What follows belongs to an exercise in optimizing a design on an open flow for small area; a production flow would make more cautious choices.
The RTL was checked by simulation tests, not by an equivalence proof against the original design.
Power figures rest on the tool's default switching activity, not on a simulated workload.

[design.v]
module cbc_can_decode (
    input  wire [28:0] id,
    input  wire [3:0]  len,
    output wire        doors,
    output wire        rpm,
    output wire        odo,
    output wire        speed,
    output wire        fuel,
    output wire        temp,
    output wire        wheel,
    output wire        bonnet,
    output wire        short_frame
);
    wire [3:0] elen = len[3] ? 4'd8 : len;
    wire h350 = (id == 29'h350);
    wire h186 = (id == 29'h186);
    wire h5D7 = (id == 29'h5D7);
    wire h354 = (id == 29'h354);
    wire h6FB = (id == 29'h6FB);
    wire h5DA = (id == 29'h5DA);
    wire h0C6 = (id == 29'h0C6);
    wire h4F8 = (id == 29'h4F8);
    wire ge1 = (elen != 4'd0);
    wire ge2 = (elen >= 4'd2);
    wire ge4 = (elen >= 4'd4);
    wire ge6 = (elen >= 4'd6);
    wire ge8 = (elen == 4'd8);
    assign doors  = h350 & ge8;
    assign rpm    = h186 & ge2;
    assign odo    = h5D7 & ge6;
    assign speed  = h354 & ge2;
    assign fuel   = h6FB & ge4;
    assign temp   = h5DA & ge1;
    assign wheel  = h0C6 & ge2;
    assign bonnet = h4F8 & ge1;
    assign short_frame = (h350 & ~ge8) | ((h186 | h354 | h0C6) & ~ge2) | (h5D7 & ~ge6)
                       | (h6FB & ~ge4) | ((h5DA | h4F8) & ~ge1);
endmodule
module cbc_encoder (
    input  wire [5:0] pos,
    output wire [3:0] op,
    output wire [7:0] cbyte,
    output wire [6:0] ws,
    output wire [6:0] we,
    output wire [1:0] smode
);
    localparam [3:0] OP_CONST = 4'd0, OP_SHL = 4'd1, OP_SHR = 4'd2, OP_CHK = 4'd3,
                     OP_TH = 4'd4, OP_TL = 4'd5, OP_F = 4'd6, OP_PA = 4'd7, OP_PB = 4'd8;
    assign op =
        (pos == 6'd32) ? OP_PA :
        (pos == 6'd5) ? OP_SHL :
        (pos == 6'd6 || pos == 6'd23 || pos == 6'd29 || pos == 6'd35) ? OP_CHK :
        (pos == 6'd11) ? OP_SHL :
        (pos == 6'd12) ? OP_SHL :
        (pos == 6'd13) ? OP_SHR :
        (pos == 6'd14) ? OP_SHR :
        (pos == 6'd17) ? OP_TH :
        (pos == 6'd18) ? OP_TL :
        (pos == 6'd19) ? OP_SHL :
        (pos == 6'd20) ? OP_SHL :
        (pos == 6'd21) ? OP_SHL :
        (pos == 6'd22) ? OP_SHL :
        (pos == 6'd28) ? OP_F :
        (pos == 6'd33) ? OP_PB :
        (pos == 6'd34) ? OP_PB :
        4'd0;
    assign cbyte =
        (pos == 6'd0 || pos == 6'd36) ? 8'hFF :
        (pos == 6'd1 || pos == 6'd7 || pos == 6'd24 || pos == 6'd30) ? 8'h2E :
        (pos == 6'd2 || pos == 6'd8 || pos == 6'd25) ? 8'h41 :
        (pos == 6'd3 || pos == 6'd10 || pos == 6'd26) ? 8'h02 :
        (pos == 6'd4) ? 8'h01 :
        (pos == 6'd9) ? 8'h0D :
        (pos == 6'd15) ? 8'h04 :
        (pos == 6'd16) ? 8'hB0 :
        (pos == 6'd27) ? 8'h03 :
        (pos == 6'd31) ? 8'h26 :
        (pos == 6'd32) ? 8'h02 :
        8'd0;
    assign ws =
        (pos == 6'd17 || pos == 6'd18) ? 7'd24 :
        (pos == 6'd22) ? 7'd32 :
        (pos == 6'd6 || pos == 6'd23 || pos == 6'd29 || pos == 6'd35) ? 7'd39 :
        (pos == 6'd28) ? 7'd47 :
        (pos == 6'd19) ? 7'd56 :
        (pos == 6'd20) ? 7'd62 :
        (pos == 6'd21) ? 7'd70 :
        (pos == 6'd14) ? 7'd78 :
        (pos == 6'd13) ? 7'd84 :
        (pos == 6'd5) ? 7'd92 :
        (pos == 6'd11) ? 7'd98 :
        (pos == 6'd12) ? 7'd103 :
        7'd0;
    assign we =
        (pos == 6'd32 || pos == 6'd33) ? 7'd7 :
        (pos == 6'd34) ? 7'd15 :
        (pos == 6'd18) ? 7'd31 :
        (pos == 6'd17 || pos == 6'd22) ? 7'd38 :
        (pos == 6'd6 || pos == 6'd23 || pos == 6'd29 || pos == 6'd35) ? 7'd46 :
        (pos == 6'd28) ? 7'd47 :
        (pos == 6'd19) ? 7'd61 :
        (pos == 6'd20) ? 7'd69 :
        (pos == 6'd21) ? 7'd77 :
        (pos == 6'd14) ? 7'd83 :
        (pos == 6'd13) ? 7'd91 :
        (pos == 6'd5) ? 7'd97 :
        (pos == 6'd11) ? 7'd102 :
        (pos == 6'd12) ? 7'd110 :
        7'd0;
    assign smode =
        (pos == 6'd0 || pos == 6'd1 || pos == 6'd6 || pos == 6'd7 || pos == 6'd23 || pos == 6'd24 ||
         pos == 6'd29 || pos == 6'd30 || pos == 6'd35 || pos == 6'd36) ? 2'd0 :
        2'd2;
endmodule
module canbox_bridge (
    input  wire        clk,
    input  wire        rst,           
    input  wire        rx_valid,
    output wire        rx_ready,
    input  wire [7:0]  rx_data,
    input  wire        can_valid,
    output wire        can_ready,
    input  wire [28:0] can_id,
    input  wire [3:0]  can_len,
    input  wire [63:0] can_data,
    input  wire        tick_valid,
    output wire        tick_ready,
    output wire        tx_valid,
    input  wire        tx_ready,
    output wire [7:0]  tx_data,
    input  wire        strict_chk,
    output reg         err_frame_too_large,
    output reg         err_checksum,
    output reg         err_can_short
);
    localparam [6:0] PLAST = 7'd110;
    localparam [2:0] S_CLR = 3'd0, S_IDLE = 3'd1, S_PROC = 3'd2, S_INJ = 3'd3,
                     S_FILL = 3'd4, S_ADD = 3'd5, S_SEND = 3'd6;
    localparam [3:0] OP_CONST = 4'd0, OP_SHL = 4'd1, OP_SHR = 4'd2, OP_CHK = 4'd3,
                     OP_TH = 4'd4, OP_TL = 4'd5, OP_F = 4'd6, OP_PA = 4'd7, OP_PB = 4'd8;
    localparam [15:0] W_OFF = 16'h8084;     
    localparam [7:0]  W_ADD = 8'd110;       
    localparam [7:0]  T_OFF = 8'h28;        
    reg [110:0] r;           
    reg [6:0]   p;           
    reg [2:0]   st;
    reg         run;         
    reg [1:0]   src;         
    reg [5:0]   bpos;        
    reg [7:0]   tx;
    reg [6:0]   rem;         
    reg         br;          
    reg [3:0]   idx;         
    reg [4:0]   rc;          
    reg         ee;          
    reg         c6;          
    wire [2:0] k     = p[2:0];
    wire [3:0] kk    = p[3:0];
    wire       h     = r[0];
    wire       plast = (p == PLAST);
    wire c_doors, c_rpm, c_odo, c_sp, c_fuel, c_temp, c_wheel, c_bon, c_short;
    cbc_can_decode u_dec (
        .id(can_id), .len(can_len),
        .doors(c_doors), .rpm(c_rpm), .odo(c_odo), .speed(c_sp), .fuel(c_fuel),
        .temp(c_temp), .wheel(c_wheel), .bonnet(c_bon), .short_frame(c_short)
    );
    wire [4:0] pq   = p[6:2];
    wire [2:0] bsel = (pq == 5'd4  || pq == 5'd5  || (pq == 5'd19 && p[1]) || pq == 5'd20 ||
                       pq == 5'd26 || pq == 5'd27) ? 3'd1 :                          
                      (pq == 5'd13 || pq == 5'd14) ? 3'd2 :                          
                      (pq == 5'd8  || pq == 5'd9  || pq == 5'd15 || pq == 5'd16) ? 3'd3 :  
                      (pq == 5'd17 || pq == 5'd18) ? 3'd4 :                          
                      (pq == 5'd19 && !p[1]) ? 3'd5 :                                
                      3'd0;                                                          
    wire [2:0] xm   = (pq == 5'd6  || pq == 5'd7) ? 3'd0 :                           
                      (pq >= 5'd13 && pq <= 5'd19 && !(pq == 5'd19 && p[1])) ? 3'd3 :    
                      (pq >= 5'd19 && pq <= 5'd22) ? 3'd4 :                          
                      3'd7;
    wire [2:0] ci = k ^ xm;
    wire cb = (bsel == 3'd0) ? can_data[{3'd0, ci}] :
              (bsel == 3'd1) ? can_data[{3'd1, ci}] :
              (bsel == 3'd2) ? can_data[{3'd2, ci}] :
              (bsel == 3'd3) ? can_data[{3'd3, ci}] :
              (bsel == 3'd4) ? can_data[{3'd4, ci}] : can_data[{3'd5, ci}];
    wire db = (p == 7'd92) ? ~can_data[3] :
              (p == 7'd93) ? can_data[35] :
              (p == 7'd94 || p == 7'd95) ? can_data[57] :
              (p == 7'd96) ? can_data[51] :
              (p == 7'd97) ? can_data[53] : 1'b0;
    wire [3:0] op;
    wire [7:0] cbyte;
    wire [6:0] ws, we;
    wire [1:0] smode;
    cbc_encoder u_enc (.pos(bpos), .op(op), .cbyte(cbyte), .ws(ws), .we(we), .smode(smode));
    reg g_rx, g_can, g_tick;
    always @* begin
        g_rx = 1'b0; g_can = 1'b0; g_tick = 1'b0;
        if (st == S_IDLE && plast) begin
            case (src)
                2'd0: begin
                    if (rx_valid)        g_rx   = 1'b1;
                    else if (can_valid)  g_can  = 1'b1;
                    else if (tick_valid) g_tick = 1'b1;
                end
                2'd1: begin
                    if (can_valid)       g_can  = 1'b1;
                    else if (tick_valid) g_tick = 1'b1;
                    else if (rx_valid)   g_rx   = 1'b1;
                end
                default: begin
                    if (tick_valid)      g_tick = 1'b1;
                    else if (rx_valid)   g_rx   = 1'b1;
                    else if (can_valid)  g_can  = 1'b1;
                end
            endcase
        end
    end
    wire proc_rx  = (st == S_PROC) && (src == 2'd1);
    wire proc_can = (st == S_PROC) && (src == 2'd2);
    wire can_last = run | ~c_wheel;        
    assign rx_ready   = proc_rx & plast;
    assign can_ready  = proc_can & plast & can_last;
    assign tick_ready = g_tick;
    assign tx_valid   = (st == S_SEND);
    assign tx_data    = tx;
    wire [7:0] b      = rx_data;
    wire f_wait = (idx == 4'd0);
    wire f_cmd  = (idx == 4'd1);
    wire f_len  = (idx == 4'd2);
    wire f_body = !f_wait && !f_cmd && !f_len;
    wire f_crc  = f_body && (rc == 5'd0);
    wire f_data = f_body && (rc != 5'd0);
    wire rxs    = b[k];                
    wire rxm    = b[~k];               
    reg        div_first, div5;
    reg        dx;
    wire [5:0] dt  = {div_first ? 5'd0 : rem[4:0], dx};
    wire [6:0] dd  = {1'b0, dt} - (div5 ? 7'd5 : 7'd25);
    wire       dge = ~dd[6];
    wire [4:0] dtn = dge ? dd[4:0] : dt[4:0];
    wire const_op = (op == OP_CONST);
    wire f_fst  = const_op ? ((k == 3'd0) && (p != 7'd104)) : (p == ws);
    wire f_end  = const_op ? (k == 3'd7) : (p == we);
    wire f_act  = run | f_fst;
    wire a_fst  = (p == 7'd39);
    wire a_end  = (p == 7'd46);
    wire a_act  = run | a_fst;
    wire        sgn  = rem[3];
    wire [2:0]  m5   = rem[2:0];
    wire [2:0]  nlo  = sgn ? ((m5 == 3'd0) ? 3'd0 : (3'd5 - m5)) : (3'd0 - m5);
    wire        nhi  = !sgn && (m5 != 3'd0);
    wire        negk = (kk < 4'd3) ? nlo[kk[1:0]] : nhi;
    wire        t0   = (kk <= 4'd7)  ? h : sgn;
    wire        t1   = (kk == 4'd0)  ? 1'b0 : (kk <= 4'd8)  ? r[110] : sgn;
    wire        t3   = (kk >= 4'd3) & r[108];       
    wire        t4   = (kk >= 4'd4) & r[107];
    wire [2:0]  pbc  = (kk == 4'd0) ? 3'd0 : rem[6:4];
    wire [3:0]  pbs  = {3'd0, t0} + {3'd0, t1} + {3'd0, t3} + {3'd0, t4} + {3'd0, negk} + {1'b0, pbc};
    wire        pbx  = pbs[0];
    wire        pby2 = tx[6];
    wire        pbb  = (kk == 4'd0) ? 1'b0 : br;
    wire        pby  = pbx ^ pby2 ^ pbb;
    wire        pbbo = (~pbx & (pby2 | pbb)) | (pby2 & pbb);
    wire [2:0] wt = (k == 3'd3) ? 3'd1 : (k == 3'd0 || k == 3'd4) ? 3'd2 :
                    (k == 3'd2 || k == 3'd6) ? 3'd3 : 3'd4;
    wire [2:0] pam  = (k == 3'd0) ? 3'd0 : rem[2:0];
    wire [3:0] pas  = {1'b0, pam} + {1'b0, wt};
    wire [2:0] pan  = h ? ((pas >= 4'd5) ? pas[2:0] - 3'd5 : pas[2:0]) : pam;
    wire z_w    = (p <= 7'd7);
    wire z_raw  = (p >= 7'd8)   && (p <= 7'd23);
    wire z_raw0 = (p <= 7'd15);
    wire z_t    = (p >= 7'd24)  && (p <= 7'd31);
    wire z_fuel = (p >= 7'd32)  && (p <= 7'd38);
    wire z_sum  = (p >= 7'd48)  && (p <= 7'd55);
    wire z_odod = (p >= 7'd52)  && (p <= 7'd77);
    wire z_odow = (p >= 7'd56);
    wire z_sp   = (p >= 7'd78)  && (p <= 7'd91);
    wire z_dr   = (p >= 7'd93)  && (p <= 7'd97);
    wire z_rpmd = (p >= 7'd96);
    wire z_rpmw = (p >= 7'd98);
    wire p0 = (p == 7'd0), p8 = (p == 7'd8), p22 = (p == 7'd22), p23 = (p == 7'd23), p24 = (p == 7'd24),
         p39 = (p == 7'd39), p46 = (p == 7'd46), p48 = (p == 7'd48), p52 = (p == 7'd52), p78 = (p == 7'd78),
         p92 = (p == 7'd92), p96 = (p == 7'd96);
    wire inj      = (st == S_INJ);
    wire wheel_op = (proc_can && c_wheel) || inj;
    wire corr     = rem[6] & ((rem[4:0] != 5'd0) | rem[5]);
    wire e_sumc  = proc_rx && z_sum && f_cmd;
    wire e_suma  = proc_rx && z_sum && (f_len || f_data);
    wire e_sume  = proc_rx && z_sum && f_crc;
    wire e_rawc  = proc_rx && z_raw && f_wait && (b == 8'h2E);
    wire e_raww  = proc_rx && z_raw && f_body && (z_raw0 ? (idx == 4'd7) : (idx == 4'd8));
    wire e_wdiv  = wheel_op && !run && z_raw;                  
    wire e_wadd  = wheel_op && run && z_w;
    wire e_spdiv = proc_can && c_sp && z_raw && (p <= 7'd21);
    wire e_spsub = proc_can && c_sp && z_sp;
    wire e_rpm   = proc_can && c_rpm && z_rpmd;
    wire e_odo   = proc_can && c_odo && z_odod;
    wire e_temp  = proc_can && c_temp && z_t;
    wire e_fuel  = proc_can && c_fuel && z_fuel;
    wire e_door  = proc_can && ((c_doors && z_dr) || (c_bon && p92));
    wire fl      = (st == S_FILL) && f_act;
    wire o_cst   = fl && ((op == OP_CONST) || (op == OP_PA));
    wire o_shl   = fl && (op == OP_SHL);
    wire o_shr   = fl && (op == OP_SHR);
    wire o_chk   = fl && (op == OP_CHK);
    wire o_th    = fl && (op == OP_TH);
    wire o_tl    = fl && (op == OP_TL);
    wire o_f     = fl && (op == OP_F);
    wire o_pa    = fl && (op == OP_PA);
    wire o_pb    = fl && (op == OP_PB);
    wire o_t     = (o_th || o_tl) && z_t;
    wire e_add   = (st == S_ADD) && a_act;
    wire e_div   = e_wdiv || e_spdiv || e_rpm || e_odo;
    wire e_wstep = e_wdiv && !p23;
    wire cin = (p0 || p24 || p39 || p48 || p78) ? (p0 && wheel_op && corr) : br;
    wire fa_sub = e_spsub || o_t;
    wire fa_a   = e_suma ? h : e_spsub ? cb : o_t ? (h ^ T_OFF[k]) : e_add ? h : tx[0];
    wire fa_b   = (e_suma || e_sumc) ? rxs : e_spsub ? ((p <= 7'd82) & rem[k + 3'd2]) : o_t ? T_OFF[k] :
                  e_wadd ? W_ADD[k] : tx[0];
    wire fa_s   = fa_a ^ fa_b ^ cin;
    wire fa_c   = ((fa_a ^ fa_sub) & fa_b) | ((fa_a ^ fa_sub) & cin) | (fa_b & cin);
    always @* begin
        div_first = (p8 && (e_wdiv || e_spdiv)) || (p96 && e_rpm) || (p52 && e_odo);
        div5      = e_rpm;
        dx        = inj ? h : cb;
    end
    wire [3:0] wo_i = 4'd15 - (p[3:0] ^ 4'd8);
    wire       wo_c = W_OFF[wo_i];
    wire       eq0  = div_first ? 1'b1 : br;
    wire wr = (st == S_CLR) || e_sumc || e_suma || e_rawc || e_raww || (e_rpm && z_rpmw) || (e_odo && z_odow)
           || e_wadd || e_spsub || e_temp || e_fuel || e_door || o_f || e_add || o_chk;    
    wire wb = ((e_suma || e_wadd || e_spsub || e_add) && fa_s)
            | (e_sumc && rxs)
            | (e_raww && rxm)
            | ((e_rpm || e_odo) && dge)
            | (e_temp && (cb ^ T_OFF[k]))
            | (e_fuel && cb)
            | (e_door && db)
            | (o_f && r[96]);
    always @(posedge clk)
        r <= {wr ? wb : h, r[110:1]};
    wire t_shl = e_wstep || o_shl;
    wire t_shr = o_cst || e_wadd || o_shr || o_chk || o_th || o_tl || o_f || o_pb || e_add;
    wire t_in  = (o_cst && cbyte[k])
               | (e_wstep && dge)
               | (o_shl && h)
               | (o_shr && h)
               | (o_chk && ~h)
               | (o_t && (o_th ? fa_c : fa_s))
               | (o_th && !z_t && tx[7])
               | (o_f && r[96])
               | (o_pb && ((kk <= 4'd10) ? pby : tx[7]))
               | ((e_wadd || e_add) && tx[0]);
    always @(posedge clk) begin
        if (st == S_SEND && tx_ready)
            tx <= 8'd0;
        else if (t_shl)
            tx <= {tx[6:0], t_in};
        else if (t_shr)
            tx <= {t_in, tx[7:1]};
    end
    always @(posedge clk) begin
        if (e_div) begin
            if (!(e_wdiv && p23)) rem[4:0] <= dtn;
            if (e_wdiv) begin
                rem[5] <= dx;        
                rem[6] <= (div_first ? 1'b0 : rem[6]) | (eq0 & ~dx & wo_c);
            end
        end else if (o_pa) begin
            rem[2:0] <= pan;
            if (k == 3'd7) rem[3] <= h;
        end else if (o_pb) begin
            rem[6:4] <= pbs[3:1];
        end else if (o_chk && p46) begin
            rem[0] <= r[1] ^ r[97];       
        end
    end
    always @(posedge clk) begin
        if (e_suma || e_wadd || e_spsub || e_add || o_t)
            br <= fa_c;
        else if (e_sume)
            br <= (p48 ? 1'b1 : br) & (h ^ rxs);
        else if (e_wdiv)
            br <= eq0 & (dx == wo_c);
        else if (o_pb)
            br <= pbbo;
    end
    wire c6n = (idx == 4'd4) ? (b == 8'hC6) : c6;
    always @(posedge clk) begin
        if (rst) begin
            p    <= 7'd0;
            st   <= S_CLR;
            run  <= 1'b0;
            src  <= 2'd0;
            bpos <= 6'd0;
            idx  <= 4'd0;
            rc   <= 5'd0;
            ee   <= 1'b0;
            c6   <= 1'b0;
            err_frame_too_large <= 1'b0;
            err_checksum        <= 1'b0;
            err_can_short       <= 1'b0;
        end else begin
            p <= plast ? 7'd0 : p + 7'd1;
            err_frame_too_large <= 1'b0;
            err_checksum        <= 1'b0;
            err_can_short       <= 1'b0;
            case (st)
                S_CLR: if (plast) st <= S_IDLE;
                S_IDLE: begin
                    if (g_tick) begin
                        src <= 2'd0; bpos <= 6'd1; st <= S_FILL;
                    end else if (g_rx) begin
                        src <= 2'd1; st <= S_PROC;
                    end else if (g_can) begin
                        src <= 2'd2; st <= S_PROC;
                    end
                end
                S_PROC: if (plast) begin
                    if (src == 2'd2) begin
                        if (can_last) begin
                            err_can_short <= c_short;
                            run <= 1'b0;
                            st  <= S_IDLE;
                        end else begin
                            run <= 1'b1;
                        end
                    end else begin
                        st <= S_IDLE;
                        if (f_wait) begin
                            if (b == 8'h2E) begin idx <= 4'd1; c6 <= 1'b0; end
                        end else if (f_cmd) begin
                            idx <= 4'd2; ee <= (b == 8'hEE);
                        end else if (f_len) begin
                            if (b > 8'd28) begin
                                err_frame_too_large <= 1'b1; idx <= 4'd0;
                            end else begin
                                idx <= 4'd3; rc <= b[4:0];
                            end
                        end else if (f_data) begin
                            rc <= rc - 5'd1;
                            if (idx != 4'd9) idx <= idx + 4'd1;
                            c6 <= c6n;
                        end else begin
                            idx  <= 4'd0;
                            c6   <= c6n;
                            st   <= S_FILL;
                            bpos <= 6'd36;
                            if (strict_chk && !br) begin
                                err_checksum <= 1'b1;
                            end else if (ee) begin
                                bpos <= 6'd0;
                                if (c6n) st <= S_INJ;
                            end
                        end
                    end
                end
                S_INJ: if (plast) begin
                    if (run) begin
                        run <= 1'b0; bpos <= 6'd0; st <= S_FILL;
                    end else begin
                        run <= 1'b1;
                    end
                end
                S_FILL: begin
                    if (f_act && f_end) begin
                        run <= 1'b0;
                        st  <= (smode == 2'd0) ? S_SEND : S_ADD;
                    end else if (f_fst) run <= 1'b1;
                end
                S_ADD: begin
                    if (a_act && a_end) begin
                        run <= 1'b0; st <= S_SEND;
                    end else if (a_fst) run <= 1'b1;
                end
                S_SEND: if (tx_ready) begin
                    if (bpos == 6'd35 || bpos == 6'd36) st <= S_IDLE;
                    else begin
                        st <= S_FILL;
                        bpos <= (bpos == 6'd23) ? (rem[0] ? 6'd24 : 6'd30) : bpos + 6'd1;
                    end
                end
                default: st <= S_IDLE;
            endcase
        end
    end
endmodule
[flow/run.sh]
#!/bin/bash
# The standard layout (standard.sh) with these layout choices changed:
#  - after the floorplan, OpenROAD's restructure re-maps the combinational
#    logic for area (registers untouched), using the platform library
#    without its don't-use cells;
#  - every input and output port gets a sky130_fd_sc_hd__buf_1 buffer;
#  - clock tree synthesis uses sky130_fd_sc_hd__clkbuf_8 and no dummy loads.
# Each step's full output goes to its own log file in this folder; ORFS's
# steps also write their logs under orfs/logs/.
set -euo pipefail
ARGS=("BUFFER_PORTS_ARGS=-buffer_cell sky130_fd_sc_hd__buf_1"
      "CTS_ARGS=-sink_clustering_enable -repair_clock_nets -buf_list sky130_fd_sc_hd__clkbuf_8 -dont_use_dummy_load")
bash standard.sh "${ARGS[@]}" floorplan > standard_floorplan.log 2>&1
export RESULTS="$PWD/orfs/results/sky130hd/canbox_bridge/base"
export LIB="$FLOW_HOME/platforms/sky130hd/lib/sky130_fd_sc_hd__tt_025C_1v80.lib"
export RMP_LIB="$PWD/restructure.lib"
export RMP_WORK="$PWD/rmp_work"
mkdir -p "$RMP_WORK"
python3 flow/filter_lib.py "$LIB" "$RMP_LIB" > filter_lib.log 2>&1
openroad -no_init -exit flow/restructure.tcl > restructure.log 2>&1
bash standard.sh "${ARGS[@]}" finish > standard_finish.log 2>&1
[flow/filter_lib.py]
# Writes a copy of a Liberty file without the cells the platform marks
# don't-use, for restructure's technology mapping.
# usage: python3 filter_lib.py IN.lib OUT.lib
import re, sys
DONT = re.compile(r'sky130_fd_sc_hd__(probe_p_8|probec_p_8|lpflow_\w+)$')
text = open(sys.argv[1]).read()
out, i, n = [], 0, len(text)
head = re.compile(r'\bcell\s*\(\s*"?([\w]+)"?\s*\)\s*\{')
while True:
    m = head.search(text, i)
    if not m:
        out.append(text[i:])
        break
    # find the end of this cell group by brace counting
    depth, j = 1, m.end()
    while depth:
        c = text[j]
        if c == '{': depth += 1
        elif c == '}': depth -= 1
        j += 1
    if DONT.match(m.group(1)):
        out.append(text[i:m.start()])
    else:
        out.append(text[i:j])
    i = j
open(sys.argv[2], 'w').write(''.join(out))
[flow/restructure.tcl]
# Area recovery on the floorplan's combinational logic (registers are left
# as the standard synthesis made them), then the floorplan is written back.
set results $::env(RESULTS)
read_liberty $::env(LIB)
read_db $results/2_floorplan.odb
read_sdc $results/2_floorplan.sdc
report_design_area
restructure -target area -liberty_file $::env(RMP_LIB) \
  -tielo_port sky130_fd_sc_hd__conb_1/LO -tiehi_port sky130_fd_sc_hd__conb_1/HI \
  -work_dir $::env(RMP_WORK)
report_design_area
write_db $results/2_floorplan.odb
[standard.sh]
#!/bin/bash
# synth_recipe.tcl (not shown) runs the flow's synth.tcl, then flattens the netlist and writes it again
# the make line also repeats each setting of config.mk as NAME=value (left out here)
make -C /OpenROAD-flow-scripts/flow DESIGN_CONFIG=/design/flow/config.mk WORK_HOME=/design/flow/orfs CLKGATE_MAP_FILE= SYNTH_SCRIPT=/design/flow/synth_recipe.tcl "${@:-finish}"
[config.mk]
export PLATFORM = sky130hd
export DESIGN_NAME = canbox_bridge
export DESIGN_NICKNAME = canbox_bridge
export VERILOG_FILES = /design/flow/design.v
export SDC_FILE = /design/flow/constraint.sdc
export NUM_CORES = 4
export LEC_CHECK = 0
export ABC_AREA = 1
export CAP_MARGIN = 20
export CORE_MARGIN = 2
export CORE_UTILIZATION = 40
export SLEW_MARGIN = 20
[constraint.sdc]
create_clock -name core_clock -period 30.0 [get_ports {clk}]
set_input_delay 6.0000 -clock core_clock [delete_from_list [all_inputs] [get_ports {clk}]]
set_output_delay 6.0000 -clock core_clock [all_outputs]
set_load 0.01 [all_outputs]
==> results of run 1 <==
-- cell type report --
cell class                 count  share of cell area, %
timing repair buffer         126                   5.75
tap                          324                   4.47
inverter                     145                   6.00
sequential                   160                   36.2
clock buffer                  17                   2.58
multi-input combinational    706                   45.0
-- metal layers --
| metal | track usage (%) | up-vias |
|---|---|---|
| li1 | - | 4050 |
| met1 | 27.0 | 3850 |
| met2 | 29.0 | 443 |
| met3 | 5.80 | 48 |
| met4 | 6.90 | 0 |
| met5 | 0 | - |
-- power groups by stage --
stage | clock network (mW) | logic (mW) | registers, mW
after floorplan | 0 | 0.130 | 0.268
after global placement | 0 | 0.139 | 0.280
after detailed placement | 0 | 0.139 | 0.280
after CTS | 0.127 | 0.140 | 0.277
after global routing | 0.135 | 0.160 | 0.281
final | 0.121 | 0.143 | 0.276
-- cells in the mapped netlist, types with 7 or more instances --
master and instances:
nand2_1 299, inv_1 211, nor2_1 205, dfxtp_1 152, nand3_1 125, o21ai_0 82
a21oi_1 65, ha_1 38, nor3_1 34, nand4_1 31, inv_2 19, nor4_1 17
a31oi_1 16, nand2_2 16, nor2_2 16, xor2_1 14, o211ai_1 13, buf_2 12
clkbuf_1 9, o221ai_1 9, edfxtp_1 8, buf_4 7
-- cell families (layout without fill, tap and decap cells) --
family	Yosys count	count (layout)	share of synthesized area, %
AO/OA/AOI/OAI	236	349	14.2
XOR/XNOR	18	10	1.59
adder cells (fa/ha/maj)	43	0	5.81
buffers and inverters	263	288	10.5
flip-flops	160	160	33.2
multiplexers	1	1	0.114
AND/OR/NAND/NOR	770	346	34.5
-- state kept, by name (all words and copies together) (netlist names) --
name / cells
ee: 1
rem: 7
err_checksum: 1
src: 2
run: 1
c6: 1
bpos: 6
p: 7
tx: 8
rc: 5
st: 3
err_frame_too_large: 1
err_can_short: 1
br: 1
r: 111
idx: 4
-- path summary, 6_finish.rpt --
path                            startpoint        end  slack (ps)  cells past startpoint
worst max-delay path            can_id[22]  can_ready       15010                     10
worst min-delay path                  r[2]       r[1]         290                      0
worst max register to register        p[3]     rem[0]       23190                     22
worst min register to register        r[2]       r[1]         290                      0
-- critical path, stage by stage --
cell,delay [ps]
buf_1,60
or4_1,490
or4_1,400
or4_1,450
or4_1,460
nor3_1,590
nand2_1,200
clkinv_1,110
nor3_1,80
buf_1,140
==> impl_metrics.csv, run 1 <==
group,metric,value,unit
worst_setup_path,worstPathArrival,8990,ps
logic_synthesis,top_cells_by_area_synth,"dfxtp_1, nand2_1, inv_1",
clocking,clkSlewWorstSetupHoldPaths,110,ps
detailed_routing,number_of_remaining_drc_errors,0,
global_routing,total_global_routing_overflow,0,
timing,pnr_worst_setup_slack,15010,ps
floorplanning,design.portCount,127,
place,dp_hpwl,19.5,mm
timing,total_negative_slack_for_setup_checks,0,ps
power,cellLeakagePower,2.95,nW
worst_setup_path,start_kind,"primary input",
floorplanning,die_width,161,um
timing,fmax,0.0667,GHz
timing,post-route-min-period,14990,ps
timing,rsz_0062_raised_after_global_routing,"false",
logic_synthesis,synth.largest_area_cell,"dfxtp_1",
detailed_routing,wl_met1,12.1,mm
place,detailedPlace.worstSlack,15070,ps
timing,whs,290,ps
final_layout,multiInputGateArea,0.00408,mm^2
detailed_routing,drc_violation_total_after_the_first_tritonroute_iteration,771,
detailed_routing,drt.antenna.violating_nets,0,
final_layout,final_cell_count_no_fill,1478,
logic_synthesis,yosysTopAreaCellShare,30.7,%
detailed_routing,avgRoutedWirePerCell,17.4,um
hold_path,holdCritPathClass,"reg -> reg",
worst_setup_path,required,24000,ps
clocking,cts_hold_repair.buffers,0,
power,p_per_area,59.6,mW/mm^2
job,max_cap_violations,0,
clocking,clk-insertion-delay-late,460,ps
global_routing,grt_max_degree,26,
logic_synthesis,syn_avg_cell_area,6.64,um^2
final_layout,n_antenna_cell,0,
timing,hold_violations,0,
final_layout,drive_above_1_share,2.77,%
logic_synthesis,synth.net_count,1646,
logic_synthesis,share_of_synthesized_flip_flops_with_an_asynchronous_set_or_reset,0,%
global_routing,global_route.usage.total,19.6,%
detailed_routing,viasPerCell,5.68,
worst_setup_path,setup.worst_path.class,"in -> out",
logic_synthesis,syn_inst,1491,
floorplanning,placeable_core_region,0.0243,mm^2
power,p_sw_share,33.4,%
run_status,outcome,"complete, no violations",
floorplanning,die_height,161,um
power,totalPowerFinal,0.540,mW
place,placedCellCount,1461,
place,buffer_ports.inserted,113,
detailed_routing,drt-total-wl,25.8,mm
clocking,post_cts_resized,0,
logic_synthesis,ys_warn_count,1,
power,vdd_ir_drop_max,0.0442,mV
logic_synthesis,synth.lib_cells_used.distinct,57,
global_routing,via_count_of_the_first_global_routing_pass,7807,
final_layout,most-common-layout-cells,"dfxtp_1, clkinv_1, nor2_1",
place,cell_area_after_placement,0.00883,mm^2
timing,finalSetupViolations,0,
clocking,sink_count,160,
clocking,cts_tree,"yes",
timing,slew_at_the_pin_closest_to_its_max_slew_limit,969,ps
final_layout,area.sequential,0.00328,mm^2
logic_synthesis,ys_seq_area_share,33.2,%
floorplanning,die_area,0.0260,mm^2
power,power_report.internal_total,0.360,mW
worst_setup_path,critPathCaptureType,"primary output",
worst_setup_path,crit_path_max_fo,3,
timing,final.setup_skew,42.3,ps
power,power.net_switching,0.181,mW
logic_synthesis,synth.ff_latch_count,160,
power,power.clock.fraction,22.4,%
timing,relSlewSlack,34.9,%
clocking,post_cts.repair.setup_buffers,0,
logic_synthesis,postSynth.topFlopCell,"dfxtp_1",
global_routing,antenna_found_initial,0,
clocking,root_buffer,"clkbuf_8",
logic_synthesis,netlist_area,0.00990,mm^2
floorplanning,initial_utilization,40.7,%
detailed_routing,route.met2.wl,10.5,mm
timing,final_max_slew_viol_count,0,
final_layout,nNetsFinal,1268,
final_layout,layout.cells.most_common,"dfxtp_1",
clocking,total_clock_buffers_created_by_cts,17,
clocking,cts.path.max_buffers,2,
final_layout,fin_util,37.3,%
final_layout,fin_area,0.00907,mm^2
power,sequentialPowerShare,51.2,%
timing,fin_crit_share,50.0,%
detailed_routing,met3_wirelength,2.57,mm
logic_synthesis,synth_edf_count,8,
final_layout,nFillCells,2579,
floorplanning,row_count,57,
detailed_routing,dr.pass1.iters,5,
clocking,htree_levels,4,
detailed_routing,num_vias,8391,
power,logic_pwr_share,26.5,%
global_routing,grt_pass1_wl,40.5,mm
final_layout,area_growth_syn_to_layout,-8.42,%
detailed_routing,highest_metal_layer_used_by_the_detailed_router,"met4",
place,routabilityCongestion,1.00,
==> run 2, diff against run 1 <==
--- a/config.mk
+++ b/config.mk
@@ -9,4 +9,4 @@
 export CAP_MARGIN = 20
 export CORE_MARGIN = 2
-export CORE_UTILIZATION = 40
+export CORE_UTILIZATION = 70
 export SLEW_MARGIN = 20
==> run 2 against run 1 <==
Power is 0.89% lower. Sequential share of layout area up 0.92 points. Largest cell class unchanged. Critical path depth unchanged. Highest routed layer unchanged. Global-route usage grew 12 points.
==> impl_metrics.csv, run 2 <==
group,metric,value,unit
worst_setup_path,critical_path.startpoint,"can_id[22]",
logic_synthesis,share_of_synthesized_flip_flops_with_an_asynchronous_set_or_reset,0,%
timing,final_max_slew_viol_count,0,
detailed_routing,highest_metal_layer_used_by_the_detailed_router,"met4",
worst_setup_path,setup.worst_path.class,"in -> out",
power,p_per_area,60.5,mW/mm^2
floorplanning,die_height,123,um
detailed_routing,avgRoutedWirePerCell,18.1,um
place,buffer_ports.inserted,113,
clocking,clkSlewWorstSetupHoldPaths,90,ps
detailed_routing,met3_wirelength,2.61,mm
detailed_routing,drc_violation_total_after_the_first_tritonroute_iteration,934,
power,cellLeakagePower,2.93,nW
worst_setup_path,worstPathArrival,8890,ps
power,logic_pwr_share,26.3,%
timing,fin_crit_share,49.6,%
clocking,htree_levels,4,
clocking,cts_tree,"yes",
logic_synthesis,synth.largest_area_cell,"dfxtp_1",
logic_synthesis,netlist_area,0.00990,mm^2
logic_synthesis,ys_seq_area_share,33.2,%
place,placedCellCount,1312,
global_routing,global_route.usage.total,31.9,%
floorplanning,design.portCount,127,
clocking,sink_count,160,
floorplanning,row_count,43,
worst_setup_path,critical-path-top-cell-by-count,"or4_1",
global_routing,grt_pass1_wl,37.0,mm
logic_synthesis,postSynth.topFlopCell,"dfxtp_1",
worst_setup_path,crit_path_max_fo,3,
final_layout,biggestRegsByFlops,"r: 111 flops, tx: 8 flops",
timing,relSlewSlack,35.9,%
detailed_routing,num_vias,8373,
clocking,cts.path.max_buffers,2,
worst_setup_path,cpPeakStageDelay,500,ps
floorplanning,initial_utilization,71.6,%
timing,hold_violations,0,
place,dp_hpwl,18.5,mm
power,vdd_ir_drop_max,0.0605,mV
power,sequentialPowerShare,51.8,%
power,power_report.internal_total,0.359,mW
timing,rsz_0062_raised_after_global_routing,"false",
timing,finalSetupViolations,0,
logic_synthesis,synth.net_count,1646,
logic_synthesis,top_cells_by_count_synth,"nand2_1, inv_1, nor2_1",
global_routing,total_global_routing_overflow,0,
final_layout,final_cell_count_no_fill,1329,
final_layout,nNetsFinal,1263,
worst_setup_path,critPathCaptureType,"primary output",
detailed_routing,dr.pass1.iters,5,
logic_synthesis,synth_edf_count,8,
detailed_routing,drt-total-wl,24.1,mm
logic_synthesis,top_cells_by_area_synth,"dfxtp_1, nand2_1, inv_1",
detailed_routing,number_of_remaining_drc_errors,0,
worst_setup_path,r2r_setup_slk,22480,ps
final_layout,most-common-layout-cells,"dfxtp_1, clkinv_1, nor2_1",
floorplanning,die_area,0.0151,mm^2
final_layout,fin_util,63.9,%
clocking,cts_hold_repair.buffers,0,
clocking,clk-insertion-delay-late,450,ps
floorplanning,die_width,123,um
timing,total_negative_slack_for_setup_checks,0,ps
timing,fmax,0.0672,GHz
logic_synthesis,synth.most_common_cell,"nand2_1",
power,power.net_switching,0.176,mW
logic_synthesis,syn_avg_cell_area,6.64,um^2
final_layout,n_antenna_cell,0,
global_routing,antenna_found_initial,0,
worst_setup_path,start_kind,"primary input",
timing,post-route-min-period,14890,ps
final_layout,largest_register_ffs,111,
logic_synthesis,syn_inst,1491,
logic_synthesis,yosysTopAreaCellShare,30.7,%
logic_synthesis,synth.lib_cells_used.distinct,57,
detailed_routing,route.met2.wl,10.3,mm
final_layout,layout.cells.most_common,"dfxtp_1",
detailed_routing,drt.antenna.violating_nets,0,
global_routing,grt_max_degree,26,
timing,final.setup_skew,28.1,ps
clocking,post_cts.repair.setup_buffers,0,
power,p_sw_share,33.0,%
timing,slew_at_the_pin_closest_to_its_max_slew_limit,961,ps
clocking,total_clock_buffers_created_by_cts,17,
logic_synthesis,ys_warn_count,1,
logic_synthesis,synth.ff_latch_count,160,
worst_setup_path,r2r-end,"rem[0]",
hold_path,holdCritPathClass,"reg -> reg",
clocking,post_cts_resized,0,
detailed_routing,viasPerCell,6.30,
place,routabilityCongestion,1.06,
worst_setup_path,critical_path.cell_chain,"buf_1 -> or4_1 -> or4_1 -> or4_1 -> or4_1 -> nor3_1 -> nand2_1 -> clkinv_1 -> nor3_1 -> buf_1",
worst_setup_path,critPathSlowestCell,"or4_1",
final_layout,drive_above_1_share,2.26,%
run_status,outcome,"complete, no violations",
power,power.clock.fraction,21.8,%
global_routing,via_count_of_the_first_global_routing_pass,7303,
worst_setup_path,worst_r2r_startpoint,"p[3]",
clocking,root_buffer,"clkbuf_8",
worst_setup_path,critical_path_capture_point,"can_ready",
worst_setup_path,rr_worst_depth,23,
job,max_cap_violations,0,
floorplanning,placeable_core_region,0.0138,mm^2
final_layout,area_growth_syn_to_layout,-10.7,%
detailed_routing,wl_met1,10.7,mm
final_layout,registers.top_by_ff_count,"r",
worst_setup_path,required,24000,ps
-- run 2: cell types whose count changed in the layout (fill, tap and decap cells not counted) --
cell,previous run,this run
nor4_1,19,20
buf_4,13,8
nor4_2,1,0
-- run 2: metal layers --
| metal | GRT usage [%] | vias to the layer above |
|---|---|---|
| li1 | - | 4033 |
| met1 | 44.6 | 3819 |
| met2 | 49.1 | 473 |
| met3 | 7.01 | 48 |
| met4 | 9.91 | 0 |
| met5 | 0 | - |
-- run 2: power by group through the flow --
stage	registers, mW	logic [mW]	clock network, mW
after floorplan	0.268	0.130	0
after global placement	0.280	0.137	0
after detailed placement	0.281	0.137	0
after CTS	0.277	0.138	0.121
after global routing	0.281	0.156	0.128
final	0.277	0.141	0.117
-- run 2: final cells by class --
class / count / area [um^2]
clock buffer: 17 / 234
multi-input combinational: 706 / 4070
sequential: 160 / 3280
fill: 1269 / 4980
inverter: 145 / 544
timing repair buffer: 121 / 484
tap: 180 / 225
-- run 2: kinds of logic after synthesis --
group / count (synthesis) / synth area share (%)
and+or+nand+nor: 770 / 34.5
buffers and inverters: 263 / 10.5
AOI/OAI and AO/OA: 236 / 14.2
DFF: 160 / 33.2
adders and majority gates: 43 / 5.81
xor gates and xnor gates: 18 / 1.59
muxes: 1 / 0.114
-- run 2: metrics by stage --
stage	setup slack (ps)	hold slack, ps	cell area, um^2	total power, mW
floorplan	16940	310	9900	0.399
global placement	15250	311	8610	0.417
detailed placement	15220	312	8610	0.418
CTS	15210	306	8840	0.536
global route	15110	317	8840	0.566
finish	15110	300	8840	0.535
-- run 2: critical path: cells and delay by family --
family	cells	cell delay, ps
AND/OR/NAND/NOR	7	2580
buffers and inverters	3	320
-- run 2: worst min-delay path by stage --
stage,startpoint,endpoint,slack (ps),cells after the start
2_1_floorplan,r[101],r[100],310,0
3_3_place_gp,r[14],r[13],310,0
3_5_place_dp,r[2],r[1],310,0
4_1_cts,r[35],r[34],310,0
5_1_grt,r[35],r[34],320,0
6_report,r[35],r[34],300,0

afterwards: timing with drivers on the ports:
How much do the figures lean on ideal ports? The routed layouts below were timed once more, with nothing changed but the port constraints. Step 1 assumes that a clkbuf_16 drives the clock port and a buf_2 every other input. Step 2 adds t to the input delays and takes it off the output delays; t is the mean of the earliest and latest rising clock arrival at the registers after step 1. Input paths then give back, and output paths get back, about the clock's delay inside the block. Slacks: ideal ports / drivers / drivers and shift; pairs: ideal ports / drivers.
run	shift t [ns]	slack for setup (ns)	worst setup path at the end	worst register clock-pin slew, ns
run 1	0.483	15.010 / 14.990 / 14.990	input to output	0.11 / 0.11
run 2	0.479	15.111 / 15.092 / 15.092	input to output	0.10 / 0.10
After both steps every run listed still meets setup and hold. The setup slack of run 1, which loses most, moves by -0.020 ns with the drivers and by -0.020 ns with both steps.
